This design comes from an exercise in tuning for small area, a short achievable clock period and few clock cycles on the open sky130 flow, not from production work.
At most, simulation tests tie the RTL to the original design; equivalence was not proved.
The RTL of runs 4 to 6 was laid out without a check of its function.
No activity file was given, so power comes from the tool's default toggle rates.

**design/flow/config.mk**
```make
export PLATFORM = sky130hd
export DESIGN_NAME = t43dr_codec
export DESIGN_NICKNAME = t43dr_codec
export VERILOG_FILES = /design/flow/design.v
export SDC_FILE = /design/flow/constraint.sdc
export NUM_CORES = 4
export LEC_CHECK = 0
export CAP_MARGIN = 20
export CORE_MARGIN = 2
export CORE_UTILIZATION = 30
export PLACE_DENSITY = 0.45
export SETUP_SLACK_MARGIN = 2.0
export SLEW_MARGIN = 20
```
**design/flow/constraint.sdc**
```tcl
create_clock -name core_clock -period 4.0 [get_ports {clk}]
set_input_delay 0.8000 -clock core_clock [delete_from_list [all_inputs] [get_ports {clk}]]
set_output_delay 0.8000 -clock core_clock [all_outputs]
set_load 0.01 [all_outputs]
```
**design/flow/design.v**
```verilog
module t43dr_encoder (
    input  wire        clk,
    input  wire        rst,
    input  wire        start_valid,
    output wire        start_ready,
    input  wire [7:0]  cmd,
    input  wire [15:0] len,
    input  wire        data_valid,
    output wire        data_ready,
    input  wire [7:0]  data,
    output wire        wire_valid,
    input  wire        wire_ready,
    output wire [7:0]  wire_data,
    output reg         size_err
);
    localparam [7:0] START = 8'h02;
    localparam [7:0] END   = 8'h03;
    localparam [7:0] ESC   = 8'h1B;
    reg s_idle, s_rej, s_cmd, s_lenh, s_lenl, s_data, s_chk, s_end;
    reg [9:0] cnt;        
    reg [7:0] sum;
    reg       wv;         
    reg       ef;         
    reg [7:0] wd;
    function is_marker(input [7:0] b);
        is_marker = (b == START) || (b == END) || (b == ESC);
    endfunction
    assign wire_valid = wv;
    assign wire_data  = ef ? ESC : wd;
    wire can_load = wire_ready && !ef;
    reg hdr_rdy;
    reg dat_rdy;
    assign start_ready = wire_ready && hdr_rdy;
    assign data_ready  = wire_ready && dat_rdy;
    wire too_long = (|len[15:10]) || (len[9] && (|len[8:0]));
    reg  hdr_seen;
    reg  hdr_long;
    wire go    = s_idle && hdr_seen && !hdr_long;    
    wire d_in  = s_data && data_valid;
    wire load  = can_load && (go || s_cmd || s_lenh || s_lenl || d_in || s_chk || s_end);
    wire [7:0] val = ({8{s_idle}} & START)
                   | ({8{s_cmd}}  & cmd)
                   | ({8{s_lenh}} & {6'd0, cnt[9:8]})
                   | ({8{s_lenl}} & cnt[7:0])
                   | ({8{s_data}} & data)
                   | ({8{s_chk}}  & sum)
                   | ({8{s_end}}  & END);
    wire mk = (s_cmd  && is_marker(cmd))
           || (s_lenh && (cnt[9:8] == 2'd2))
           || (s_lenl && is_marker(cnt[7:0]))
           || (s_data && is_marker(data))
           || (s_chk  && is_marker(sum));
    wire cnt_zero = (cnt == 10'd0);
    wire cnt_one  = (cnt == 10'd1);
    wire n_idle = (s_idle && !go && !(hdr_seen && hdr_long)) || (s_idle && go && !can_load)
               || (s_rej && wire_ready) || (s_end && can_load);
    wire n_rej  = (s_idle && hdr_seen && hdr_long) || (s_rej && !wire_ready);
    wire n_cmd  = (go && can_load) || (s_cmd && !can_load);
    wire n_lenh = (s_cmd && can_load) || (s_lenh && !can_load);
    wire n_lenl = (s_lenh && can_load) || (s_lenl && !can_load);
    wire n_data = (s_lenl && can_load && !cnt_zero) || (s_data && !(d_in && can_load && cnt_one));
    wire n_chk  = (s_lenl && can_load && cnt_zero) || (d_in && can_load && cnt_one) || (s_chk && !can_load);
    wire n_end  = (s_chk && can_load) || (s_end && !can_load);
    wire n_ef = load ? mk : (ef && !wire_ready);
    always @(posedge clk) begin
        if (can_load)
            wd <= val;
        if (load && s_cmd)
            sum <= cmd;
        else if (load && (s_lenh || s_lenl || s_data))
            sum <= sum ^ val;
        if (load && s_cmd)
            cnt <= len[9:0];
        else if (load && s_data)
            cnt <= cnt - 10'd1;
        hdr_long <= too_long;
    end
    always @(posedge clk) begin
        if (rst) begin
            s_idle   <= 1'b1;
            s_rej    <= 1'b0;
            s_cmd    <= 1'b0;
            s_lenh   <= 1'b0;
            s_lenl   <= 1'b0;
            s_data   <= 1'b0;
            s_chk    <= 1'b0;
            s_end    <= 1'b0;
            wv       <= 1'b0;
            ef       <= 1'b0;
            size_err <= 1'b0;
            hdr_rdy  <= 1'b0;
            dat_rdy  <= 1'b0;
            hdr_seen <= 1'b0;
        end else begin
            s_idle   <= n_idle;
            s_rej    <= n_rej;
            s_cmd    <= n_cmd;
            s_lenh   <= n_lenh;
            s_lenl   <= n_lenl;
            s_data   <= n_data;
            s_chk    <= n_chk;
            s_end    <= n_end;
            size_err <= s_rej && wire_ready;
            ef       <= n_ef;
            if (load)
                wv <= 1'b1;
            else if (wire_ready && !ef)
                wv <= 1'b0;
            hdr_rdy  <= n_cmd || n_rej;
            dat_rdy  <= n_data && !n_ef;
            hdr_seen <= start_valid && !start_ready;
        end
    end
endmodule
module t43dr_decoder (
    input  wire        clk,
    input  wire        rst,
    input  wire        clear,
    input  wire        in_valid,
    output wire        in_ready,
    input  wire [7:0]  in_data,
    output reg         out_valid,
    input  wire        out_ready,
    output reg         out_last,
    output wire [7:0]  out_data,
    output wire [2:0]  out_status,
    output wire [7:0]  out_cmd,
    output wire [15:0] out_len
);
    reg st_cmd;     
    reg st_lh;      
    reg st_ll;      
    reg st_dat;     
    reg st_chk;     
    reg st_we;      
    reg esc;
    reg [7:0] cmd_r;
    reg [9:0] P;
    reg [9:0] Q;
    reg       h_big;    
    reg [7:0] sum;
    reg [7:0] ev_r;
    assign out_cmd    = cmd_r;
    assign out_len    = {Q[5:0], P};
    assign out_data   = ev_r;
    assign out_status = ev_r[2:0];
    assign in_ready = out_ready;
    wire fire = in_valid && out_ready;
    wire c_cmd = st_cmd && !clear;
    wire c_lh  = st_lh  && !clear;
    wire c_ll  = st_ll  && !clear;
    wire c_dat = st_dat && !clear;
    wire c_chk = st_chk && !clear;
    wire c_we  = st_we  && !clear;
    wire c_esc = esc    && !clear;
    wire c_in  = c_cmd || c_lh || c_ll || c_dat || c_chk || c_we;    
    wire is_se   = (in_data[7:1] == 7'b0000001);    
    wire is_esc  = (in_data == 8'h1B);
    wire literal = c_esc || !(is_se || is_esc);
    wire e_esc   = !c_esc && is_esc;                 
    wire e_start = !c_esc && is_se && !in_data[0];
    wire e_end   = !c_esc && is_se &&  in_data[0];
    wire len_big  = h_big || (P[9] && (|in_data));
    wire len_zero = !h_big && (P[9:8] == 2'd0) && (in_data == 8'd0);
    wire cnt_last = (Q == 10'd1);
    wire n_cmd = e_start || (c_cmd && e_esc);
    wire n_lh  = (c_cmd && literal) || (c_lh && e_esc);
    wire n_ll  = (c_lh  && literal) || (c_ll && e_esc);
    wire n_dat = (c_ll  && literal && !len_big && !len_zero)
              || (c_dat && literal && !cnt_last) || (c_dat && e_esc);
    wire n_chk = (c_ll  && literal && len_zero)
              || (c_dat && literal && cnt_last) || (c_chk && e_esc);
    wire n_we  = (c_chk && literal) || (c_we && e_esc);
    wire ev_size = c_ll && literal && len_big;
    wire ev_dat  = c_dat && literal;
    wire ev_end  = e_end && c_we;
    wire ev      = ev_size || ev_dat || (c_we && literal) || (e_end && c_in);
    wire [2:0] ev_status = ev_size ? 3'd3 :
                           ev_end  ? {1'b0, (sum != 8'h00), 1'b0} : 3'd4;
    always @(posedge clk) begin
        if (st_cmd)
            cmd_r <= in_data;
        if (st_lh) begin
            P[9:8] <= in_data[1:0];
            Q      <= {4'd0, in_data[7:2]};
            h_big  <= (|in_data[7:2]) || (&in_data[1:0]);
        end
        if (st_ll) begin
            P[7:0] <= in_data;
            if (!len_big)
                Q <= {P[9:8], in_data};
        end
        if (st_dat && fire && !clear && !e_esc)
            Q <= Q - 10'd1;
        if (fire && !e_esc)
            sum <= c_cmd ? in_data : (sum ^ in_data);
        if (out_ready) begin
            out_last <= !ev_dat;
            ev_r     <= {in_data[7:3], ev_dat ? in_data[2:0] : ev_status};
        end
    end
    always @(posedge clk) begin
        if (rst) begin
            st_cmd    <= 1'b0;
            st_lh     <= 1'b0;
            st_ll     <= 1'b0;
            st_dat    <= 1'b0;
            st_chk    <= 1'b0;
            st_we     <= 1'b0;
            esc       <= 1'b0;
            out_valid <= 1'b0;
        end else begin
            if (out_ready)
                out_valid <= in_valid && ev;
            if (fire) begin
                st_cmd <= n_cmd;
                st_lh  <= n_lh;
                st_ll  <= n_ll;
                st_dat <= n_dat;
                st_chk <= n_chk;
                st_we  <= n_we;
                esc    <= e_esc;
            end else if (clear) begin
                st_cmd <= 1'b0;
                st_lh  <= 1'b0;
                st_ll  <= 1'b0;
                st_dat <= 1'b0;
                st_chk <= 1'b0;
                st_we  <= 1'b0;
                esc    <= 1'b0;
            end
        end
    end
endmodule
module t43dr_codec (
    input  wire        clk,
    input  wire        rst,
    input  wire        tx_start_valid,
    output wire        tx_start_ready,
    input  wire [7:0]  tx_cmd,
    input  wire [15:0] tx_len,
    input  wire        tx_data_valid,
    output wire        tx_data_ready,
    input  wire [7:0]  tx_data,
    output wire        txw_valid,
    input  wire        txw_ready,
    output wire [7:0]  txw_data,
    output wire        tx_size_err,
    input  wire        rx_clear,
    input  wire        rx_valid,
    output wire        rx_ready,
    input  wire [7:0]  rx_data,
    output wire        rxo_valid,
    input  wire        rxo_ready,
    output wire        rxo_last,
    output wire [7:0]  rxo_data,
    output wire [2:0]  rxo_status,
    output wire [7:0]  rxo_cmd,
    output wire [15:0] rxo_len
);
    t43dr_encoder u_enc (
        .clk         (clk),
        .rst         (rst),
        .start_valid (tx_start_valid),
        .start_ready (tx_start_ready),
        .cmd         (tx_cmd),
        .len         (tx_len),
        .data_valid  (tx_data_valid),
        .data_ready  (tx_data_ready),
        .data        (tx_data),
        .wire_valid  (txw_valid),
        .wire_ready  (txw_ready),
        .wire_data   (txw_data),
        .size_err    (tx_size_err)
    );
    t43dr_decoder u_dec (
        .clk        (clk),
        .rst        (rst),
        .clear      (rx_clear),
        .in_valid   (rx_valid),
        .in_ready   (rx_ready),
        .in_data    (rx_data),
        .out_valid  (rxo_valid),
        .out_ready  (rxo_ready),
        .out_last   (rxo_last),
        .out_data   (rxo_data),
        .out_status (rxo_status),
        .out_cmd    (rxo_cmd),
        .out_len    (rxo_len)
    );
endmodule
```
**design/flow/flow/run.sh**
```bash
#!/bin/bash
# Standard ORFS layout, with three changes: the port buffers are a small, fast
# buffer instead of the default delay buffer; clock tree synthesis adds no
# dummy loads; and each ready output is placed beside the input it follows.
set -euo pipefail
PORTBUF=sky130_fd_sc_hd__buf_1
CTS="-sink_clustering_enable -repair_clock_nets -buf_list sky130_fd_sc_hd__clkbuf_8 -dont_use_dummy_load"
bash standard.sh "BUFFER_PORTS_ARGS=-buffer_cell $PORTBUF" "CTS_ARGS=$CTS" "IO_CONSTRAINTS=$(pwd)/flow/io.tcl" finish > standard.log 2>&1
```
**design/flow/flow/io.tcl**
```tcl
# Keep each ready output next to the input it follows, so that the path
# between them stays short.
set_io_pin_constraint -group -order -pin_names {rxo_ready rx_ready}
set_io_pin_constraint -group -order -pin_names {tx_start_ready txw_ready tx_data_ready}
```
**design/flow/standard.sh**
```bash
#!/bin/bash
# synth_recipe.tcl (not shown) runs the flow's synth.tcl, then flattens the netlist and writes it again
# the make line also repeats each setting of config.mk as NAME=value (left out here)
make -C /OpenROAD-flow-scripts/flow DESIGN_CONFIG=/design/flow/config.mk WORK_HOME=/design/flow/orfs CLKGATE_MAP_FILE= SYNTH_SCRIPT=/design/flow/synth_recipe.tcl "${@:-finish}"
```
==> results of run 1 <==
==> cell usage after synthesis, types with 10 or more instances <==
master	n	share of area [%]
a21oi_1	32	3.4
nor2_1	50	4.0
nand3_1	12	1.3
nand2_1	44	3.5
clkbuf_1	13	1.0
mux2i_1	10	2.1
nor4_1	13	1.7
buf_4	11	1.7
edfxtp_1	62	39
a22oi_1	15	2.4
dfxtp_1	33	14
xnor2_1	21	3.9
==> registers in the layout (all words and copies together) (netlist names), 8 cells and up, named ones only <==
register     flops
u_dec.P         10
u_dec.Q         10
u_enc.cnt       10
u_dec.cmd_r      8
u_dec.ev_r       8
u_dec.sum        8
u_enc.sum        8
u_enc.wd         8
==> report_power, final <==
| part | internal (W) | switching (W) |
|---|---|---|
| Sequential | 0.00106 | 0.0000134 |
| Clock | 0.000202 | 0.000303 |
| Combinational | 0.0000524 | 0.0000829 |
==> area by class of cell <==
class,count,area (µm²),share of cell area [%]
well taps,211,264.0,4.742
inverters,10,45.04,0.8090
clock buffers,9,123.9,2.225
flip-flops and latches,95,2530,45.44
repair buffers,110,513.0,9.213
multi-input cells,317,2092,37.57
==> cells by family (layout without fill, tap and decap cells) <==
| group | Yosys count | in the layout | synth area share (%) |
|---|---|---|---|
| multiplexers | 14 | 14 | 3.074 |
| XOR/XNOR | 24 | 24 | 4.453 |
| flip-flops | 95 | 95 | 53.43 |
| AND/OR/NAND/NOR | 176 | 176 | 18.82 |
| AO/OA/AOI/OAI | 96 | 96 | 14.26 |
| adder cells (fa/ha/maj) | 7 | 7 | 1.855 |
| buffers and inverters | 39 | 129 | 4.108 |
==> metal layers <==
| layer | up-vias | wire length [µm] | share of wire [%] | GRT usage [%] |
|---|---|---|---|---|
| met2 | 113 | 5516 | 44 | 22.82 |
| li1 | 1846 | - | - | - |
| met3 | 8 | 665 | 5.3 | 3.799 |
| met1 | 1774 | 6264 | 50 | 22.80 |
| met4 | 0 | 127 | 1.0 | 3.922 |
| met5 | - | 0 | 0 | 0 |
==> per-stage QoR <==
step / worst slack, ns / hold slack, ns / utilization [%] / cell area, µm² / total power [W]
2_1_floorplan: 1.829 / 0.4298 / - / 4772 / 0.001164
3_3_place_gp: 1.256 / 0.4734 / 34.31 / 5254 / 0.001221
3_5_place_dp: 1.180 / 0.4748 / 34.31 / 5254 / 0.001223
4_1_cts: 1.997 / 0.4854 / 35.91 / 5499 / 0.001743
5_1_grt: 1.978 / 0.5253 / 36.36 / 5568 / 0.001793
6_report: 2.034 / 0.4767 / 36.36 / 5568 / 0.001715
==> worst min-delay path, delay by kind of cell, from the launching register on <==
family / cells / cell delay (ns)
DFF: 1 / 0.34
and+or+nand+nor: 2 / 0.10
==> worst paths after layout <==
check,start,end,depth (start not counted),slack (ns)
setup / recovery,u_enc.ef$_SDFF_PP0_,txw_data[4],2,2.03
hold / removal,u_enc.s_rej$_SDFF_PP0_,u_enc.size_err$_SDFF_PP0_,2,0.48
setup reg to reg,u_enc.s_chk$_SDFF_PP0_,u_enc.sum[7]$_DFFE_PP_,4,2.16
hold reg to reg,u_enc.s_rej$_SDFF_PP0_,u_enc.size_err$_SDFF_PP0_,2,0.48
==> timing repair <==
item	in CTS	in global routing
pin swaps	3	2
buffers inserted	9	1
gates resized for setup	23	22
hold buffers	0	0
endpoints found under the setup margin	72	37
==> results.json, run 1 <==
{
  "status": "complete, no violations",
  "gp_congestion": 0.7981,
  "p_leak_nw": 1.862,
  "syn_avg_cell_area_um2": 10.47,
  "hold_violations": 0,
  "antennaDiodeCount": 0,
  "yosysWarnings": 2,
  "clock_latency_ns": 0.38,
  "start_util_pct": 30.83,
  "max_freq_mhz": 508.7,
  "first_pass_iters": 5,
  "syn-num-nets": 506,
  "wl_per_cell_um": 16.72,
  "fin_cells": 752,
  "worstMarginPinSlew_ns": 0.7134,
  "peakVddDrop_mv": 0.1309,
  "grt_max_degree": 22,
  "numPortBuffers": 97,
  "via_per_inst": 4.975,
  "chipWidth_um": 129.4,
  "critPathTopFamily": "flip-flops",
  "io_pins": 98,
  "finClkSkew_ns": 0.03420,
  "track_usage_pct": 15.49,
  "cts.sinks": 95,
  "synth-edff-count": 62,
  "rsz0062_at_grt": "yes",
  "crit_path_end_kind": "output pin",
  "max_cap_viol_count": 0,
  "antenna_found_initial": 0,
  "setup_viol_count_final": 0,
  "die-area_um2": 16750,
  "critical_path_arrival_ns": 1.17,
  "vias": 3741,
  "cts.clk_slew.worst_paths_ns": 0.09,
  "path_buf_inv": 1,
  "final_cell_mix": "84 x buf_1, 62 x edfxtp_1, 49 x nor2_1, 42 x nand2_1, 31 x a21oi_1",
  "overflow": 0,
  "ys_ff_latch": 95,
  "critPathMaxStageDelay_ns": 0.38,
  "critPathRequiredTime_ns": 3.20,
  "die_h_um": 129.4,
  "synthArstFlopShare_pct": 0,
  "fin_crit_ns": 1.966,
  "synthesis.area_um2": 4721,
  "cp-start-kind": "register",
  "min-delay-path-class": "register to register",
  "yosysSeqAreaShare_pct": 53.43,
  "syn_to_final_growth_pct": 17.94,
  "num_rows": 45,
  "cts_root_buffer": "clkbuf_8",
  "fin_crit_sh_pct": 49.14,
  "relSlewSlack_pct": 52.00,
  "worst-setup-path-type": "register to output pin",
  "synthFlopType": "edfxtp_1",
  "htree_levels": 3,
  "grt_pass1_wl_um": 20010,
  "ant_nets": 0,
  "numCtsBuffers": 9,
  "slowest_stage": "dfxtp_4",
  "drive_above_1_share_pct": 13.12,
  "mostFrequentLayoutCell": "buf_1",
  "fill_cells": 1627,
  "wirelength_um": 12570,
  "fin_nets": 598,
  "drtIter0Drc": 273,
  "pwr_density_cell_nw_per_um2": 308.0,
  "drv_slew": 0,
  "clock_path_buffers": 2,
  "crit_chain": "or2_2 > buf_1",
  "place_inst": 733,
  "drcViolationCount": 0,
  "cts_tree": "done",
  "path_max_fanout": 11,
  "tns_ns": 0,
  "dp_hpwl_um": 9052,
  "synth_cell_type_count": 56,
  "grt_pass1_vias": 3640,
  "postSynthCellCount": 451,
  "core_um2": 15310
}
Testbench counts, summed over its fixed seeds: cycles 75,669.
==> inputs of run 2 (changes only) <==
--- a/design/flow/config.mk
+++ b/design/flow/config.mk
@@ -7,7 +7,8 @@
 export LEC_CHECK = 0
 export CAP_MARGIN = 20
+export CELL_PAD_IN_SITES_DETAIL_PLACEMENT = 0
+export CELL_PAD_IN_SITES_GLOBAL_PLACEMENT = 0
 export CORE_MARGIN = 2
 export CORE_UTILIZATION = 30
-export PLACE_DENSITY = 0.45
 export SETUP_SLACK_MARGIN = 2.0
 export SLEW_MARGIN = 20
==> run 2 against run 1 <==
Highest routed layer unchanged. Setup slack worse by 0.019 ns. Fmax fell by 0.95%. Still clean. Total power is 0.73% lower.
==> results.json, run 2 <==
{
  "status": "complete, no violations",
  "vias": 3803,
  "io_pins": 98,
  "setup_viol_count_final": 0,
  "antenna_found_initial": 0,
  "clock_latency_ns": 0.38,
  "pwr_density_cell_nw_per_um2": 307.9,
  "overflow": 0,
  "ys_ff_latch": 95,
  "syn_to_final_growth_pct": 17.15,
  "top_regs": "u_dec.P (10), u_dec.Q (10), u_enc.cnt (10)",
  "die_h_um": 129.4,
  "synth_common_cells": "62 x edfxtp_1, 50 x nor2_1, 44 x nand2_1",
  "ant_nets": 0,
  "p_leak_nw": 1.849,
  "final_cell_mix": "84 x buf_1, 62 x edfxtp_1, 49 x nor2_1, 42 x nand2_1, 32 x a21oi_1",
  "cts.clk_slew.worst_paths_ns": 0.07,
  "grt_pass1_wl_um": 18140,
  "tns_ns": 0,
  "synth-edff-count": 62,
  "place_ws_ns": 1.089,
  "numCtsBuffers": 9,
  "htree_levels": 3,
  "clock_path_buffers": 2,
  "num_rows": 45,
  "start_util_pct": 30.83,
  "place_inst": 733,
  "critPathMaxStageDelay_ns": 0.14,
  "cts_tree": "done",
  "grt_pass1_vias": 3588,
  "cts_hold_buf": 0,
  "seqCellArea_um2": 2527,
  "core_um2": 15310,
  "fin_nets": 597,
  "wirelength_um": 11170,
  "synthDominantCellAreaShare_pct": 39.44,
  "syn-num-nets": 506,
  "drive_above_1_share_pct": 11.85,
  "grt_max_degree": 28,
  "die-area_um2": 16750,
  "drtIter0Drc": 312,
  "fin_cells": 751,
  "synthesis.area_um2": 4721,
  "hold_slack_ns": 0.4579,
  "ff2ff_path_depth": 4,
  "via_per_inst": 5.064,
  "finClkSkew_ns": 0.02361,
  "fin_crit_ns": 1.985,
  "path_max_fanout": 6,
  "cts.sinks": 95,
  "yosysWarnings": 2,
  "track_usage_pct": 13.77,
  "yosysSeqAreaShare_pct": 53.43,
  "drcViolationCount": 0,
  "fin_crit_sh_pct": 49.61,
  "synthArstFlopShare_pct": 0,
  "worst-setup-path-type": "input pin to output pin",
  "timing.rr.end": "u_enc.sum[1]$_DFFE_PP_",
  "r2r_slack_ns": 2.18,
  "critical_path_arrival_ns": 1.18,
  "drv_slew": 0,
  "crit_chain": "buf_4 > and2_4 > buf_6",
  "synth_top_area_cell": "edfxtp_1",
  "max_freq_mhz": 503.9,
  "fill_cells": 1589,
  "wl_per_cell_um": 14.88,
  "peakVddDrop_mv": 0.1307,
  "crit_path_end_kind": "output pin",
  "relSlewSlack_pct": 51.91,
  "synth_area_leaders": "edfxtp_1 39%, dfxtp_1 14%, nor2_1 4.0%",
  "min-delay-path-class": "register to register",
  "hold_violations": 0,
  "mostFrequentLayoutCell": "buf_1",
  "first_pass_iters": 5,
  "antennaDiodeCount": 0,
  "rsz0062_at_grt": "yes",
  "max_cap_viol_count": 0,
  "yosysMostFrequentCell": "edfxtp_1",
  "multiInputGateArea_um2": 2067,
  "syn_avg_cell_area_um2": 10.47,
  "critPathRequiredTime_ns": 3.20,
  "dp_hpwl_um": 8217,
  "numPortBuffers": 97,
  "endpoint": "tx_start_ready",
  "synthFlopType": "edfxtp_1",
  "chipWidth_um": 129.4,
  "cp-start-kind": "input pin",
  "worstMarginPinSlew_ns": 0.7148,
  "synth_cell_type_count": 56,
  "fin_ws_ns": 2.015,
  "cp-startpoint": "txw_ready",
  "postSynthCellCount": 451,
  "cts_root_buffer": "clkbuf_8",
  "final_core_util_pct": 36.11,
  "slowest_stage": "and2_4",
  "gp_congestion": 0.8921
}
[run 2: cell counts after synthesis]
No cell type changed its count.
[run 2: power breakdown]
group	total (W)	switching (W)	internal, W	leakage, nW
clock network	0.000499	0.000297	0.000202	0.0647
logic	0.000129	0.0000788	0.0000506	0.937
registers	0.00107	0.0000133	0.00106	0.847
total	0.00170	0.000389	0.00131	1.85
[run 2: per-stage QoR]
step,total power [W],cell area (µm²)
after detailed placement,0.001219,5254
final,0.001703,5530
after floorplan,0.001164,4772
after CTS,0.001725,5487
after global placement,0.001215,5254
after global routing,0.001773,5530
[run 2: timing repair]
action | in CTS | in global routing
pin swaps | 3 | 2
setup buffers | 8 | 1
endpoints found under the setup margin | 71 | 35
gates resized for setup | 22 | 14
[run 2: how the worst min path moves through the flow]
stage	from	to	slack (ns)	depth (start not counted)
floorplan	u_enc.s_rej$_SDFF_PP0_	u_enc.size_err$_SDFF_PP0_	0.43	2
global placement	u_enc.s_rej$_SDFF_PP0_	u_enc.size_err$_SDFF_PP0_	0.45	2
detailed placement	u_enc.s_rej$_SDFF_PP0_	u_enc.size_err$_SDFF_PP0_	0.45	2
CTS	u_enc.s_rej$_SDFF_PP0_	u_enc.size_err$_SDFF_PP0_	0.46	2
global route	u_enc.s_rej$_SDFF_PP0_	u_enc.size_err$_SDFF_PP0_	0.49	2
finish	u_enc.s_rej$_SDFF_PP0_	u_enc.size_err$_SDFF_PP0_	0.46	2
[run 2: cell type report]
| class | instances | area share (%) |
|---|---|---|
| tap | 211 | 4.774 |
| timing repair buffer | 109 | 9.140 |
| inverter | 10 | 0.7692 |
| sequential | 95 | 45.70 |
| multi-input combinational | 317 | 37.38 |
| clock buffer | 9 | 2.240 |
[run 2: critical path: cells and delay by family]
family | cells | cell delay [ns]
and+or+nand+nor | 1 | 0.14
buffers and inverters | 2 | 0.24
[run 2: cells by family (layout without fill, tap and decap cells)]
kind of cell               count (synthesis)  count (layout)  synth area share, %
buffers and inverters                     39             128                4.108
and+or+nand+nor                          176             176                18.82
DFF                                       95              95                53.43
AOI/OAI and AO/OA                         96              96                14.26
muxes                                     14              14                3.074
xor gates and xnor gates                  24              24                4.453
adders and majority gates                  7               7                1.855
[run 2: metal layers]
layer  vias up  wire, µm  GRT usage (%)
li1       1839         -              -
met1      1810      5095          18.52
met2       142      5211          21.86
met3        12       721          3.055
met4         0       145          5.060
met5         -         0              0
==> inputs of run 3 (changes only) <==
==> design/flow/config.mk (replaced) <==
export PLATFORM = sky130hd
export DESIGN_NAME = t43dr_codec
export DESIGN_NICKNAME = t43dr_codec
export VERILOG_FILES = /design/flow/design.v
export SDC_FILE = /design/flow/constraint.sdc
export NUM_CORES = 4
export LEC_CHECK = 0
export CAP_MARGIN = 10
export CORE_MARGIN = 2
export CORE_UTILIZATION = 30
export SETUP_SLACK_MARGIN = 2.0
export SLEW_MARGIN = 10
==> run 3 against run 2 <==
Count of clock-buffer cells in the layout did not move. Non-clock buffer count did not move. Setup slack did not move. Critical path depth did not move. Critical path type unchanged.
==> results.json, run 3 <==
{
  "status": "complete, no violations",
  "via_per_inst": 5.064,
  "top_regs": "u_dec.P (10), u_dec.Q (10), u_enc.cnt (10)",
  "synth-compound-area-share_pct": 14.26,
  "cp-start-kind": "input pin",
  "power_frac_comb_pct": 7.6,
  "drive_above_1_share_pct": 11.85,
  "synth_cell_type_count": 56,
  "cts_hold_buf": 0,
  "synth-edff-count": 62,
  "min-delay-path-class": "register to register",
  "htree_levels": 3,
  "die_h_um": 129.4,
  "met3_usage_pct": 3.055,
  "yosysWarnings": 2,
  "p_leak_nw": 1.849,
  "clock_power_share_pct": 29.3,
  "grt_pass1_vias": 3588,
  "sequentialPowerShare_pct": 63.1,
  "critical_path_arrival_ns": 1.18,
  "cts_tree": "done",
  "place_ws_ns": 1.089,
  "pwr_density_cell_nw_per_um2": 307.9,
  "critPathRequiredTime_ns": 3.20,
  "numPortBuffers": 97,
  "synth_top_area_cell": "edfxtp_1",
  "ant_nets": 0,
  "fin_crit_ns": 1.985,
  "core_um2": 15310,
  "syn_avg_cell_area_um2": 10.47,
  "fin_nets": 597,
  "yosysMostFrequentCell": "edfxtp_1",
  "drv_slew": 0,
  "rsz0062_at_grt": "yes",
  "cts.clk_slew.worst_paths_ns": 0.07,
  "tns_ns": 0,
  "hold_violations": 0,
  "synthFlopType": "edfxtp_1",
  "worst-setup-path-type": "input pin to output pin",
  "relSlewSlack_pct": 51.91,
  "yosysSeqAreaShare_pct": 53.43,
  "grt_max_degree": 28,
  "fin_crit_sh_pct": 49.61,
  "cts_root_buffer": "clkbuf_8",
  "swShare_pct": 22.86,
  "synthMuxAreaShare_pct": 3.074,
  "track_usage_pct": 13.77,
  "gp_congestion": 0.8921,
  "grt.met2_usage_pct": 21.86,
  "p_int_w": 0.001313,
  "vias": 3803,
  "mostFrequentLayoutCell": "buf_1",
  "max_cap_viol_count": 0,
  "fin_ws_ns": 2.015,
  "synth_common_cells": "62 x edfxtp_1, 50 x nor2_1, 44 x nand2_1",
  "final_core_util_pct": 36.11,
  "drcViolationCount": 0,
  "dp_hpwl_um": 8217,
  "hold_slack_ns": 0.4579,
  "finClkSkew_ns": 0.02361,
  "crit_path_end_kind": "output pin",
  "chipWidth_um": 129.4,
  "first_pass_iters": 5,
  "clock_path_buffers": 2,
  "cts.sinks": 95,
  "wirelength_um": 11170,
  "num_rows": 45,
  "final_cell_mix": "84 x buf_1, 62 x edfxtp_1, 49 x nor2_1, 42 x nand2_1, 32 x a21oi_1",
  "io_pins": 98,
  "synth-xor-area-share_pct": 4.453,
  "ys_ff_latch": 95,
  "syn-num-nets": 506,
  "path_max_fanout": 6,
  "postSynthCellCount": 451,
  "synthDominantCellAreaShare_pct": 39.44,
  "max_freq_mhz": 503.9,
  "synthesis.area_um2": 4721,
  "p_sw_w": 0.0003892,
  "drtIter0Drc": 312,
  "grt_pass1_wl_um": 18140,
  "synth_top_family_by_area": "simple AND/OR/NAND/NOR gates",
  "top_usage_layer": "met2",
  "synth_simple_gate_area_share_pct": 18.82,
  "synthArstFlopShare_pct": 0,
  "setup_viol_count_final": 0,
  "syn_to_final_growth_pct": 17.15,
  "worstMarginPinSlew_ns": 0.7148,
  "overflow": 0,
  "numCtsBuffers": 9,
  "peakVddDrop_mv": 0.1307,
  "antennaDiodeCount": 0,
  "grt_use_met1_pct": 18.52,
  "clock_latency_ns": 0.38,
  "synth_area_leaders": "edfxtp_1 39%, dfxtp_1 14%, nor2_1 4.0%",
  "antenna_found_initial": 0,
  "die-area_um2": 16750,
  "synth_fa_ha_area_share_pct": 1.855,
  "wl_per_cell_um": 14.88,
  "start_util_pct": 30.83
}
-- run 3: through the flow --
| step | total power, W | instance area [µm²] | instances |
|---|---|---|---|
| after floorplan | 0.001164 | 4772 | 451 |
| after global placement | 0.001215 | 5254 | 733 |
| after detailed placement | 0.001219 | 5254 | 733 |
| after CTS | 0.001725 | 5487 | 750 |
| after global routing | 0.001773 | 5530 | 751 |
| final | 0.001703 | 5530 | 751 |
-- run 3: logic make-up (layout without fill, tap and decap cells) --
group                    count (synthesis)  after routing
multiplexers                            14             14
AND/OR/NAND/NOR                        176            176
buffers and inverters                   39            128
flip-flops                              95             95
adder cells (fa/ha/maj)                  7              7
XOR/XNOR                                24             24
AO/OA/AOI/OAI                           96             96
-- run 3: timing repair --
item | in CTS | in global routing
gates cloned | 0 | 0
pin swaps | 3 | 2
buffers inserted | 8 | 1
endpoints found under the setup margin | 71 | 35
gates resized for setup | 22 | 14
-- run 3: worst paths after layout --
path / end / cells after the start / slack, ns / from
hold / removal: u_enc.size_err$_SDFF_PP0_ / 2 / 0.46 / u_enc.s_rej$_SDFF_PP0_
setup reg to reg: u_enc.sum[1]$_DFFE_PP_ / 4 / 2.18 / register
setup / recovery: tx_start_ready / 3 / 2.02 / txw_ready
hold reg to reg: u_enc.size_err$_SDFF_PP0_ / 2 / 0.46 / u_enc.s_rej$_SDFF_PP0_
-- run 3: power by group through the flow --
stage          sequential, W  clock [W]  combinational (W)
6_report             0.00107   0.000499           0.000129
5_1_grt              0.00108   0.000552           0.000145
4_1_cts              0.00107   0.000522           0.000128
3_5_place_dp         0.00110          0           0.000122
3_3_place_gp         0.00110          0           0.000119
2_1_floorplan        0.00110          0          0.0000680
-- run 3: final cells by class --
class,count,area (µm²)
fill,1589,9784
sequential,95,2527
tap,211,264.0
clock buffer,9,123.9
timing repair buffer,109,505.5
inverter,10,42.54
multi-input combinational,317,2067
-- run 3: metal layers --
metal | vias up | wire [µm]
met5 | - | 0
met4 | 0 | 145
met3 | 12 | 721
met2 | 142 | 5211
met1 | 1810 | 5095
li1 | 1839 | -
-- run 3: worst max-delay path, stage by stage --
cell	delay (ns)
buf_4	0.13
and2_4	0.14
buf_6	0.11
==> inputs of run 4 (changes only) <==
--- a/design/flow/design.v
+++ b/design/flow/design.v
@@ -22,4 +22,6 @@
     reg       wv;         
     reg       ef;         
+    reg       em0;        
+    reg       em3;        
     reg [7:0] wd;
     function is_marker(input [7:0] b);
@@ -27,5 +29,5 @@
     endfunction
     assign wire_valid = wv;
-    assign wire_data  = ef ? ESC : wd;
+    assign wire_data  = wd;
     wire can_load = wire_ready && !ef;
     reg hdr_rdy;
@@ -64,6 +66,10 @@
     wire n_ef = load ? mk : (ef && !wire_ready);
     always @(posedge clk) begin
-        if (can_load)
-            wd <= val;
+        if (wire_ready)
+            wd <= ef ? (em3 ? ESC : {7'd1, em0}) : (mk ? ESC : val);
+        if (can_load) begin
+            em0 <= val[0];
+            em3 <= val[3];
+        end
         if (load && s_cmd)
             sum <= cmd;
--- a/design/flow/config.mk
+++ b/design/flow/config.mk
@@ -6,7 +6,7 @@
 export NUM_CORES = 4
 export LEC_CHECK = 0
-export CAP_MARGIN = 10
+export CAP_MARGIN = 20
 export CORE_MARGIN = 2
 export CORE_UTILIZATION = 30
 export SETUP_SLACK_MARGIN = 2.0
-export SLEW_MARGIN = 10
+export SLEW_MARGIN = 20
==> run 4 against run 3 <==
Global-route usage is 0.75 points higher. Sequential share of layout area is 0.77 points lower. Sequential power is 4% higher. Hold slack better by 0.042 ns. Core utilization up 0.22 points. Count of clock-buffer cells in the layout unchanged. Routed wire length grew 7.3%. Still clean on timing, DRC and antenna. Area after synthesis increased by 2.6%. Largest cell class unchanged. Final cell count grew 3.2%. Setup slack got worse by 0.079 ns. Synthesized cell count grew 3.3%. Combinational power is 16% higher.
==> results.json, run 4 <==
{
  "synth_area_leaders": "edfxtp_1 40%, dfxtp_1 14%, nand2_1 3.9%",
  "min_from": "u_enc.s_rej$_SDFF_PP0_",
  "numPortBuffers": 97,
  "finClkSkew_ns": 0.02849,
  "overflow": 0,
  "gp_congestion": 0.8266,
  "final_cell_mix": "85 x buf_1, 64 x edfxtp_1, 47 x nand2_1, 44 x nor2_1, 32 x dfxtp_1",
  "cp-startpoint": "tx_data[3]",
  "chipWidth_um": 131.0,
  "via_per_inst": 5.114,
  "power_frac_comb_pct": 8.4,
  "timing.rr.end": "u_enc.wd[1]$_SDFFCE_PP1P_",
  "yosysMostFrequentCell": "edfxtp_1",
  "cp-start-kind": "input pin",
  "syn-num-nets": 521,
  "max_freq_mhz": 484.5,
  "num_rows": 46,
  "met3_length_um": 735,
  "wl_per_cell_um": 15.47,
  "peakVddDrop_mv": 0.1883,
  "worst-setup-path-type": "input pin to register",
  "r2r_slack_ns": 1.96,
  "place_inst": 751,
  "critPathRequiredTime_ns": 4.12,
  "clock_power_share_pct": 29.1,
  "ant_nets": 0,
  "antenna_found_initial": 0,
  "critical_path_arrival_ns": 2.18,
  "dp_hpwl_um": 8566,
  "fin_crit_ns": 2.064,
  "synthArstFlopShare_pct": 0,
  "endpoint": "u_enc.wd[1]$_SDFFCE_PP1P_",
  "synth_common_cells": "64 x edfxtp_1, 50 x nand2_1, 46 x nor2_1",
  "multiInputGateArea_um2": 2141,
  "yosysSeqAreaShare_pct": 53.33,
  "syn_to_final_growth_pct": 18.76,
  "synth_cell_type_count": 71,
  "vias": 3963,
  "place_ws_ns": 1.258,
  "numCtsBuffers": 9,
  "antennaDiodeCount": 0,
  "die_h_um": 131.0,
  "die-area_um2": 17170,
  "fin_crit_sh_pct": 51.60,
  "worstMarginPinSlew_ns": 0.9948,
  "max_cap_viol_count": 0,
  "synthFlopType": "edfxtp_1",
  "synthDominantCellAreaShare_pct": 39.69,
  "first_pass_iters": 5,
  "hold_slack_ns": 0.4995,
  "status": "complete, no violations",
  "met1_length_um": 5270,
  "setup_viol_count_final": 0,
  "r2r-start": "u_enc.sum[0]$_DFFE_PP_",
  "wl_met2_um": 5798,
  "rsz0062_at_grt": "yes",
  "htree_levels": 3,
  "grt_pass1_wl_um": 19000,
  "ys_ff_latch": 97,
  "highest_layer": "met4",
  "path_max_fanout": 4,
  "syn_avg_cell_area_um2": 10.39,
  "drv_slew": 0,
  "swShare_pct": 23.67,
  "track_usage_pct": 14.52,
  "p_leak_nw": 1.942,
  "pwr_density_cell_nw_per_um2": 308.0,
  "synthesis.area_um2": 4842,
  "top_regs": "u_dec.P (10), u_dec.Q (10), u_enc.cnt (10)",
  "clock_path_buffers": 2,
  "p_int_w": 0.001352,
  "seqCellArea_um2": 2584,
  "min-delay-path-class": "register to register",
  "cts_tree": "done",
  "wirelength_um": 11990,
  "yosysWarnings": 2,
  "total_power_w": 0.001771,
  "sequentialPowerShare_pct": 62.5,
  "synth_top_area_cell": "edfxtp_1",
  "drtIter0Drc": 297,
  "start_util_pct": 30.59,
  "ff2ff_path_depth": 5,
  "grt_max_degree": 23,
  "hold_violations": 0,
  "relSlewSlack_pct": 33.68,
  "tns_ns": 0,
  "cts_root_buffer": "clkbuf_8",
  "fill_cells": 1597,
  "io_pins": 98,
  "postSynthCellCount": 466,
  "crit_path_end_kind": "register",
  "synth-edff-count": 64,
  "fin_ws_ns": 1.936,
  "fin_nets": 616,
  "p_sw_w": 0.0004192,
  "drive_above_1_share_pct": 13.77,
  "core_um2": 15830,
  "cts.sinks": 97,
  "mostFrequentLayoutCell": "buf_1",
  "drcViolationCount": 0,
  "min_path_cells": 2,
  "cts.clk_slew.worst_paths_ns": 0.09,
  "cts_hold_buf": 0,
  "grt_pass1_vias": 3682,
  "clock_latency_ns": 0.39,
  "fin_cells": 775
}
[run 4: kinds of logic (layout without fill, tap and decap cells)]
| kind of cell | after synthesis | count (layout) | share of synthesized area, % |
|---|---|---|---|
| flops | 97 | 97 | 53.33 |
| buf+inv | 47 | 140 | 4.780 |
| fa+ha+maj | 7 | 7 | 1.809 |
| compound gates | 115 | 115 | 16.49 |
| mux | 5 | 5 | 1.034 |
| simple gates | 171 | 171 | 18.22 |
| xor+xnor | 24 | 24 | 4.341 |
[run 4: metrics by stage]
step / area (µm²) / util [%]
5_1_grt: 5751 / 36.33
3_5_place_dp: 5379 / 33.98
3_3_place_gp: 5379 / 33.98
2_1_floorplan: 4911 / -
4_1_cts: 5704 / 36.04
6_report: 5751 / 36.33
[run 4: final cells by class]
type                            count  share of cell area, %
Clock buffer                        9                  2.154
Inverter                           15                  1.066
Timing Repair Buffer              116                  9.922
Tap cell                          216                  4.700
Multi-Input combinational cell    322                  37.23
Sequential cell                    97                  44.93
[run 4: what timing repair did]
item,in CTS,in global routing
pin swaps,2,0
endpoints found under the hold margin,0,0
buffers inserted,13,2
setup endpoints to repair,68,34
resized for setup,31,10
[run 4: how the worst min path moves through the flow]
stage	end	slack [ns]
after floorplan	u_enc.size_err$_SDFF_PP0_	0.43
after global placement	u_enc.s_idle$_SDFF_PP1_	0.49
after detailed placement	u_enc.size_err$_SDFF_PP0_	0.49
after CTS	u_enc.size_err$_SDFF_PP0_	0.50
after global routing	u_enc.size_err$_SDFF_PP0_	0.53
final	u_enc.size_err$_SDFF_PP0_	0.50
[run 4: routing by layer]
metal | up-vias | global-route usage, %
met5 | - | 0
met4 | 0 | 6.070
met3 | 15 | 3.909
met2 | 133 | 23.26
met1 | 1909 | 18.59
li1 | 1906 | -
[run 4: power groups by stage]
stage                     registers (W)  logic (W)  clock network, W
final                           0.00111   0.000149          0.000516
after global routing            0.00111   0.000165          0.000570
after CTS                       0.00111   0.000148          0.000532
after detailed placement        0.00113   0.000135                 0
after global placement          0.00113   0.000133                 0
after floorplan                 0.00113  0.0000745                 0
[run 4: critical path: stages]
cell and delay (ns):
buf_2 0.12, and3_4 0.14, o2111a_1 0.23, a311o_1 0.30, or3_4 0.36, or2_1 0.22
==> inputs of run 5 (changes only) <==
--- a/design/flow/design.v
+++ b/design/flow/design.v
@@ -48,9 +48,5 @@
                    | ({8{s_chk}}  & sum)
                    | ({8{s_end}}  & END);
-    wire mk = (s_cmd  && is_marker(cmd))
-           || (s_lenh && (cnt[9:8] == 2'd2))
-           || (s_lenl && is_marker(cnt[7:0]))
-           || (s_data && is_marker(data))
-           || (s_chk  && is_marker(sum));
+    wire mk = !(s_idle || s_end) && is_marker(val);
     wire cnt_zero = (cnt == 10'd0);
     wire cnt_one  = (cnt == 10'd1);
@@ -72,8 +68,6 @@
             em3 <= val[3];
         end
-        if (load && s_cmd)
-            sum <= cmd;
-        else if (load && (s_lenh || s_lenl || s_data))
-            sum <= sum ^ val;
+        if (load && (s_idle || s_cmd || s_lenh || s_lenl || s_data))
+            sum <= s_idle ? 8'h00 : (sum ^ val);
         if (load && s_cmd)
             cnt <= len[9:0];
@@ -169,5 +163,6 @@
     wire len_big  = h_big || (P[9] && (|in_data));
     wire len_zero = !h_big && (P[9:8] == 2'd0) && (in_data == 8'd0);
-    wire cnt_last = (Q == 10'd1);
+    reg  dq;
+    wire cnt_last = dq ? (Q == 10'd2) : (Q == 10'd1);
     wire n_cmd = e_start || (c_cmd && e_esc);
     wire n_lh  = (c_cmd && literal) || (c_lh && e_esc);
@@ -189,14 +184,15 @@
         if (st_lh) begin
             P[9:8] <= in_data[1:0];
-            Q      <= {4'd0, in_data[7:2]};
             h_big  <= (|in_data[7:2]) || (&in_data[1:0]);
         end
-        if (st_ll) begin
+        if (st_ll)
             P[7:0] <= in_data;
-            if (!len_big)
-                Q <= {P[9:8], in_data};
-        end
-        if (st_dat && fire && !clear && !e_esc)
+        if (st_lh)
+            Q <= {4'd0, in_data[7:2]};
+        else if (st_ll && !len_big)
+            Q <= {P[9:8], in_data};
+        else if (dq)
             Q <= Q - 10'd1;
+        dq <= !rst && st_dat && fire && !clear && !e_esc;
         if (fire && !e_esc)
             sum <= c_cmd ? in_data : (sum ^ in_data);
--- a/design/flow/config.mk
+++ b/design/flow/config.mk
@@ -8,5 +8,5 @@
 export CAP_MARGIN = 20
 export CORE_MARGIN = 2
-export CORE_UTILIZATION = 30
+export CORE_UTILIZATION = 40
 export SETUP_SLACK_MARGIN = 2.0
 export SLEW_MARGIN = 20
==> run 5 against run 4 <==
Critical endpoint is now u_dec.st_chk$_SDFFE_PP0P_. Sequential cell count rose by 1. Largest power group unchanged. Largest cell class unchanged. Clock skew is 0.0026 ns higher. Hold slack gained 0.0046 ns. Clock power shrank 2%. Core utilization up 13 points. Total power decreased by 0.43%. Final cell count decreased by 14%. First-iteration DRC count down 39%. Non-clock buffer count fell by 1.
==> results.json, run 5 <==
{
  "status": "complete, no violations",
  "finClkSkew_ns": 0.03113,
  "track_usage_pct": 18.41,
  "yosysWarnings": 2,
  "synthArstFlopShare_pct": 0,
  "cts.sinks": 98,
  "peakVddDrop_mv": 0.2075,
  "grt_max_degree": 24,
  "antenna_found_initial": 0,
  "crit_path_end_kind": "register",
  "ant_nets": 0,
  "sequentialPowerShare_pct": 63.8,
  "min_path_cells": 2,
  "synthesis.area_um2": 4641,
  "grt_use_met1_pct": 23.41,
  "critPathRequiredTime_ns": 4.28,
  "synth_cell_type_count": 56,
  "setup_viol_count_final": 0,
  "grt.met2_usage_pct": 31.56,
  "fin_crit_ns": 2.117,
  "timing.rr.end": "u_dec.ev_r[2]$_DFFE_PP_",
  "met3_usage_pct": 4.083,
  "p_sw_w": 0.0003950,
  "final_core_util_pct": 49.25,
  "max_cap_viol_count": 0,
  "clock_latency_ns": 0.37,
  "numPortBuffers": 97,
  "yosysSeqAreaShare_pct": 57.37,
  "wl_per_cell_um": 16.88,
  "yosysMostFrequentCell": "edfxtp_1",
  "wirelength_um": 11310,
  "fin_ws_ns": 1.883,
  "drtIter0Drc": 181,
  "r2r-start": "u_dec.st_ll$_SDFFE_PP0P_",
  "p_leak_nw": 1.936,
  "htree_levels": 3,
  "mostFrequentLayoutCell": "buf_1",
  "tns_ns": 0,
  "postSynthCellCount": 430,
  "r2r_slack_ns": 2.01,
  "p_int_w": 0.001369,
  "ys_ff_latch": 98,
  "drv_slew": 0,
  "drcViolationCount": 0,
  "syn-num-nets": 483,
  "worst-setup-path-type": "input pin to register",
  "fill_cells": 1079,
  "dpl_cell_area_um2": 5095,
  "synth-edff-count": 70,
  "min_from": "u_enc.wv$_SDFFE_PP0P_",
  "worstMarginPinSlew_ns": 1.101,
  "critical_path_arrival_ns": 2.40,
  "holdPathEnd": "u_enc.wv$_SDFFE_PP0P_",
  "fin_nets": 582,
  "antennaDiodeCount": 0,
  "place_ws_ns": 1.273,
  "rsz0062_at_grt": "yes",
  "relSlewSlack_pct": 26.60,
  "cts.clk_slew.worst_paths_ns": 0.09,
  "syn_avg_cell_area_um2": 10.79,
  "numCtsBuffers": 9,
  "io_pins": 98,
  "core_um2": 11370,
  "cts_tree": "done",
  "clock_path_buffers": 2,
  "fin_crit_sh_pct": 52.93,
  "power_frac_comb_pct": 7.6,
  "cp-start-kind": "input pin",
  "gp_congestion": 0.8027,
  "top_usage_layer": "met2",
  "start_util_pct": 40.82,
  "clock_power_share_pct": 28.6,
  "grt_pass1_wl_um": 18330,
  "hold_violations": 0,
  "chipWidth_um": 111.7,
  "synthDominantCellAreaShare_pct": 45.30,
  "die_h_um": 111.7,
  "min-delay-path-class": "register to register",
  "cts_root_buffer": "clkbuf_8",
  "overflow": 0,
  "dp_hpwl_um": 7783,
  "die-area_um2": 12480,
  "syn_to_final_growth_pct": 20.65,
  "synth_top_area_cell": "edfxtp_1",
  "synth_common_cells": "70 x edfxtp_1, 52 x nor2_1, 38 x nand2_1",
  "path_max_fanout": 4,
  "pwr_density_cell_nw_per_um2": 315.0,
  "ff2ff_path_depth": 4,
  "first_pass_iters": 4,
  "max_freq_mhz": 472.4,
  "drive_above_1_share_pct": 14.61,
  "final_cell_mix": "83 x buf_1, 70 x edfxtp_1, 50 x nor2_1, 36 x nand2_1, 29 x a21oi_1",
  "cts_hold_buf": 0,
  "total_power_w": 0.001764,
  "swShare_pct": 22.39,
  "via_per_inst": 5.390,
  "synthFlopType": "edfxtp_1",
  "top_regs": "u_dec.P (10), u_dec.Q (10), u_enc.cnt (10)",
  "fin_area_um2": 5599,
  "synth_area_leaders": "edfxtp_1 45%, dfxtp_1 12%, nor2_1 4.2%",
  "vias": 3611,
  "num_rows": 39,
  "grt_pass1_vias": 3667
}
-- run 5: changes by cell type in the layout (fill, tap and decap cells not counted), sizes merged, moves of 5 or more --
cell	before	now
nor4	14	7
edfxtp	64	70
nand3b	7	2
o21ai	22	12
o21a	5	0
nor2b	2	8
nand2	50	38
nand4	3	8
dfxtp	33	28
nor2	46	52
-- run 5: final cells by class --
cell class | instances | area (µm²) | area share (%)
sequential | 98 | 2666 | 47.62
multi-input combinational | 289 | 1948 | 34.79
timing repair buffer | 115 | 620.6 | 11.08
tap | 143 | 178.9 | 3.196
clock buffer | 9 | 123.9 | 2.212
inverter | 16 | 61.31 | 1.095
-- run 5: worst max path at each step --
stage                from                        end  slack (ns)  cells after the start
3_5_place_dp   rx_data[0]       u_dec.Q[2]$_DFFE_PP_        1.27                      6
6_report       rx_data[0]  u_dec.st_chk$_SDFFE_PP0P_        1.88                      6
3_3_place_gp   rx_data[0]       u_dec.Q[5]$_DFFE_PP_        1.32                      6
5_1_grt        rx_data[0]       u_dec.Q[2]$_DFFE_PP_        1.86                      6
4_1_cts        rx_data[7]       u_dec.Q[2]$_DFFE_PP_        1.91                      6
2_1_floorplan  rx_data[0]       u_dec.Q[4]$_DFFE_PP_        1.59                      7
-- run 5: power groups by stage --
stage                     Sequential [W]  Clock (W)  Combinational (W)
after floorplan                  0.00115          0          0.0000593
after global placement           0.00115          0           0.000110
after detailed placement         0.00115          0           0.000113
after CTS                        0.00112   0.000526           0.000126
after global routing             0.00113   0.000566           0.000148
final                            0.00112   0.000504           0.000135
-- run 5: cell families after synthesis --
kind of cell,synth area share [%]
and+or+nand+nor,17.47
adders and majority gates,1.348
xor gates and xnor gates,4.907
muxes,1.779
DFF,57.37
AOI/OAI and AO/OA,12.65
buffers and inverters,4.475
-- run 5: metal layers --
layer  wire length (µm)  share of wire [%]
met1               4875                 43
met4                182                1.6
met2               5654                 50
met3                598                5.3
met5                  0                  0
-- run 5: timing repair --
action                     in CTS  in global routing
hold endpoints to repair        0                  0
gates cloned                    1                  0
gates resized for setup        44                 28
pin swaps                       8                  7
setup endpoints to repair      66                 61
buffers inserted               14                  3
-- run 5: through the flow --
step / std cells / hold WS (ns)
3_3_place_gp: 643 / 0.4772
5_1_grt: 670 / 0.5248
3_5_place_dp: 643 / 0.4857
4_1_cts: 667 / 0.4982
6_report: 670 / 0.5041
2_1_floorplan: 430 / 0.4732
-- run 5: critical path: stages --
cell and delay, ns:
buf_12 0.10, or4_4 0.55, or4_4 0.52, o32ai_4 0.22
a22oi_2 0.08, nor3_2 0.11
==> inputs of run 6 (changes only) <==
==> design/flow/flow/run.sh (replaced) <==
#!/bin/bash
# Standard ORFS layout, with two changes: the port buffers are a small, fast
# buffer instead of the default delay buffer, and clock tree synthesis adds
# no dummy loads.
set -euo pipefail
PORTBUF=sky130_fd_sc_hd__buf_1
CTS="-sink_clustering_enable -repair_clock_nets -buf_list sky130_fd_sc_hd__clkbuf_8 -dont_use_dummy_load"
bash standard.sh "BUFFER_PORTS_ARGS=-buffer_cell $PORTBUF" "CTS_ARGS=$CTS" finish > standard.log 2>&1
removed: design/flow/flow/io.tcl
==> run 6 against run 5 <==
Via count hardly changed. Cell area decreased by 0.11%. Core utilization fell by 0.055 points. Clock power is 1% higher. Register-to-register slack gained 0.07 ns. Critical path depth unchanged. Clock skew decreased by 0.0040 ns. Final cell count increased by 0.60%. Setup slack improved by 0.0015 ns. Hold slack better by 0.0071 ns. Synthesized cell count did not move. Largest cell class unchanged.
==> results.json, run 6 <==
{
  "hold_violations": 0,
  "core_um2": 11370,
  "synthesis.area_um2": 4641,
  "swShare_pct": 22.59,
  "min_from": "u_enc.wv$_SDFFE_PP0P_",
  "numCtsBuffers": 9,
  "cts_hold_buf": 0,
  "max_freq_mhz": 472.7,
  "via_per_inst": 5.362,
  "track_usage_pct": 18.29,
  "setup_viol_count_final": 0,
  "synthDominantCellAreaShare_pct": 45.30,
  "synthFlopType": "edfxtp_1",
  "slowest_stage": "or4_4",
  "syn_to_final_growth_pct": 20.52,
  "clock_latency_ns": 0.37,
  "critPathRequiredTime_ns": 4.09,
  "top_regs": "u_dec.P (10), u_dec.Q (10), u_enc.cnt (10)",
  "finClkSkew_ns": 0.02712,
  "r2r_slack_ns": 2.08,
  "synth_cell_type_count": 56,
  "fin_area_um2": 5593,
  "drtIter0Drc": 215,
  "antenna_found_initial": 0,
  "cts_root_buffer": "clkbuf_8",
  "clock_power_share_pct": 28.9,
  "grt_pass1_vias": 3554,
  "vias": 3614,
  "synth_common_cells": "70 x edfxtp_1, 52 x nor2_1, 38 x nand2_1",
  "syn-num-nets": 483,
  "sequentialPowerShare_pct": 63.6,
  "rsz0062_at_grt": "yes",
  "die_h_um": 111.7,
  "yosysMostFrequentCell": "edfxtp_1",
  "worstMarginPinSlew_ns": 1.021,
  "pwr_density_cell_nw_per_um2": 316.0,
  "p_int_w": 0.001368,
  "drive_above_1_share_pct": 14.12,
  "ant_nets": 0,
  "overflow": 0,
  "tns_ns": 0,
  "path_buf_inv": 1,
  "peakVddDrop_mv": 0.1825,
  "mostFrequentLayoutCell": "buf_1",
  "wirelength_um": 11120,
  "timing.rr.end": "u_dec.ev_r[2]$_DFFE_PP_",
  "holdPathEnd": "u_enc.wv$_SDFFE_PP0P_",
  "relSlewSlack_pct": 31.96,
  "die-area_um2": 12480,
  "min-delay-path-class": "register to register",
  "worst-setup-path-type": "input pin to register",
  "status": "complete, no violations",
  "clock_path_buffers": 2,
  "crit_chain": "buf_12 > or4_4 > o21ai_4 > nand3_4 > mux2i_1 > o21ai_1",
  "yosysWarnings": 2,
  "cts.clk_slew.worst_paths_ns": 0.08,
  "synthArstFlopShare_pct": 0,
  "htree_levels": 3,
  "drcViolationCount": 0,
  "first_pass_iters": 5,
  "start_util_pct": 40.82,
  "power_frac_comb_pct": 7.5,
  "yosysSeqAreaShare_pct": 57.37,
  "min_path_cells": 2,
  "postSynthCellCount": 430,
  "num_rows": 39,
  "wl_per_cell_um": 16.50,
  "p_leak_nw": 1.945,
  "ff2ff_path_depth": 4,
  "gp_congestion": 0.8023,
  "numPortBuffers": 97,
  "critPathTopFamily": "simple AND/OR/NAND/NOR gates",
  "io_pins": 98,
  "crit_path_end_kind": "register",
  "cts_tree": "done",
  "dp_hpwl_um": 7752,
  "path_max_fanout": 7,
  "grt_pass1_wl_um": 18090,
  "fin_crit_sh_pct": 52.89,
  "p_sw_w": 0.0003993,
  "r2r-start": "u_dec.st_ll$_SDFFE_PP0P_",
  "fin_nets": 586,
  "critPathMaxStageDelay_ns": 0.56,
  "critical_path_arrival_ns": 2.20,
  "drv_slew": 0,
  "cp-start-kind": "input pin",
  "final_cell_mix": "86 x buf_1, 70 x edfxtp_1, 51 x nor2_1, 36 x nand2_1, 30 x a21oi_1",
  "cts.sinks": 98,
  "syn_avg_cell_area_um2": 10.79,
  "chipWidth_um": 111.7,
  "ys_ff_latch": 98,
  "fin_crit_ns": 2.116,
  "max_cap_viol_count": 0,
  "grt_max_degree": 24,
  "synth_area_leaders": "edfxtp_1 45%, dfxtp_1 12%, nor2_1 4.2%",
  "dpl_cell_area_um2": 5102,
  "antennaDiodeCount": 0,
  "synth-edff-count": 70,
  "synth_top_area_cell": "edfxtp_1"
}
-- run 6: changes by cell type in the layout (fill, tap and decap cells not counted), sizes merged --
cell  previous run  this run
buf            114       118
-- run 6: per-stage QoR --
step / power, W / hold WS, ns / std cells / worst slack (ns) / util [%]
floorplan: 0.001206 / 0.4732 / 430 / 1.594 / -
finish: 0.001767 / 0.5112 / 674 / 1.884 / 49.19
CTS: 0.001779 / 0.5065 / 670 / 1.905 / 48.31
global route: 0.001840 / 0.5352 / 674 / 1.841 / 49.19
global placement: 0.001258 / 0.4776 / 644 / 1.328 / 44.88
detailed placement: 0.001261 / 0.4928 / 644 / 1.286 / 44.88
-- run 6: cell type report --
type,count,area (µm²)
clock buffers,9,123.9
well taps,143,178.9
fillers,1040,5777
multi-input cells,289,1927
flip-flops and latches,98,2668
repair buffers,119,634.4
inverters,16,61.31
-- run 6: routing by layer --
layer	GRT usage, %	wire length (µm)	vias to the layer above
met3	4.518	659	18
li1	-	-	1779
met5	0	0	-
met4	6.255	199	0
met1	23.20	4799	1695
met2	30.67	5466	122
-- run 6: worst max path at each step --
stage / depth (start not counted) / slack (ns) / end / from
2_1_floorplan: 7 / 1.59 / u_dec.Q[4]$_DFFE_PP_ / rx_data[0]
3_3_place_gp: 6 / 1.33 / u_dec.Q[5]$_DFFE_PP_ / rx_data[0]
6_report: 6 / 1.88 / u_dec.Q[1]$_DFFE_PP_ / rx_data[0]
5_1_grt: 6 / 1.84 / u_dec.st_chk$_SDFFE_PP0P_ / rx_data[5]
4_1_cts: 6 / 1.90 / u_dec.st_chk$_SDFFE_PP0P_ / rx_data[7]
3_5_place_dp: 6 / 1.29 / u_dec.Q[3]$_DFFE_PP_ / rx_data[0]
-- run 6: kinds of logic after synthesis --
| group | after synthesis | synth area share (%) |
|---|---|---|
| and+or+nand+nor | 163 | 17.47 |
| DFF | 98 | 57.37 |
| AOI/OAI and AO/OA | 86 | 12.65 |
| buffers and inverters | 44 | 4.475 |
| xor gates and xnor gates | 26 | 4.907 |
| muxes | 8 | 1.779 |
| adders and majority gates | 5 | 1.348 |
-- run 6: timing repair --
| item | 4_1_cts | 5_1_grt |
|---|---|---|
| resized for setup | 43 | 18 |
| pin swaps | 10 | 6 |
| endpoints found under the setup margin | 67 | 58 |
| gates cloned | 1 | 0 |
| buffers inserted | 16 | 4 |
-- run 6: tightest hold or removal path, stage by stage, from the launching register on --
cell     delay (ns)
dfxtp_1        0.35
nand2_1        0.07
a21oi_1        0.06
-- run 6: power by group through the flow --
stage,sequential (W),clock [W],combinational [W]
finish,0.00112,0.000510,0.000132
global route,0.00113,0.000567,0.000146
CTS,0.00112,0.000524,0.000130
detailed placement,0.00115,0,0.000114
global placement,0.00115,0,0.000111
floorplan,0.00115,0,0.0000593

==> port drivers added, routing unchanged <==
The results above use ideal ports. As a check the final layouts listed here were re-extracted and re-timed, cells and wires unchanged.
Step 1, drivers: a clkbuf_16 drives clk and a buf_2 each remaining input, both assumed.
Step 2, shift: input delay + t, output delay - t, t = (earliest + latest rising clock arrival at the registers) / 2. This alone moves slack from input paths to output paths.
Three values: ideal ports, drivers, drivers and shift; two values: the first two.
| run | shift t [ns] | slack for setup (ns) | clock arrival spread, ns | worst data-port slew with drivers (ns) |
|---|---|---|---|---|
| run 1 | 0.398 | 2.034 / 1.998 / 1.657 | 0.035 / 0.036 | 0.04 |
| run 2 | 0.402 | 2.015 / 1.990 / 1.672 | 0.023 / 0.023 | 0.04 |
| run 3 | 0.402 | 2.015 / 1.990 / 1.672 | 0.023 / 0.023 | 0.04 |
| run 4 | 0.415 | 1.936 / 1.921 / 1.529 | 0.032 / 0.032 | 0.05 |
| run 5 | 0.385 | 1.883 / 1.871 / 1.486 | 0.032 / 0.032 | 0.07 |
| run 6 | 0.392 | 1.884 / 1.873 / 1.480 | 0.029 / 0.029 | 0.07 |
After both steps every run listed still meets setup and hold. For run 4, which loses most, drivers alone change the setup slack by -0.015 ns; drivers and shift together by -0.407 ns.
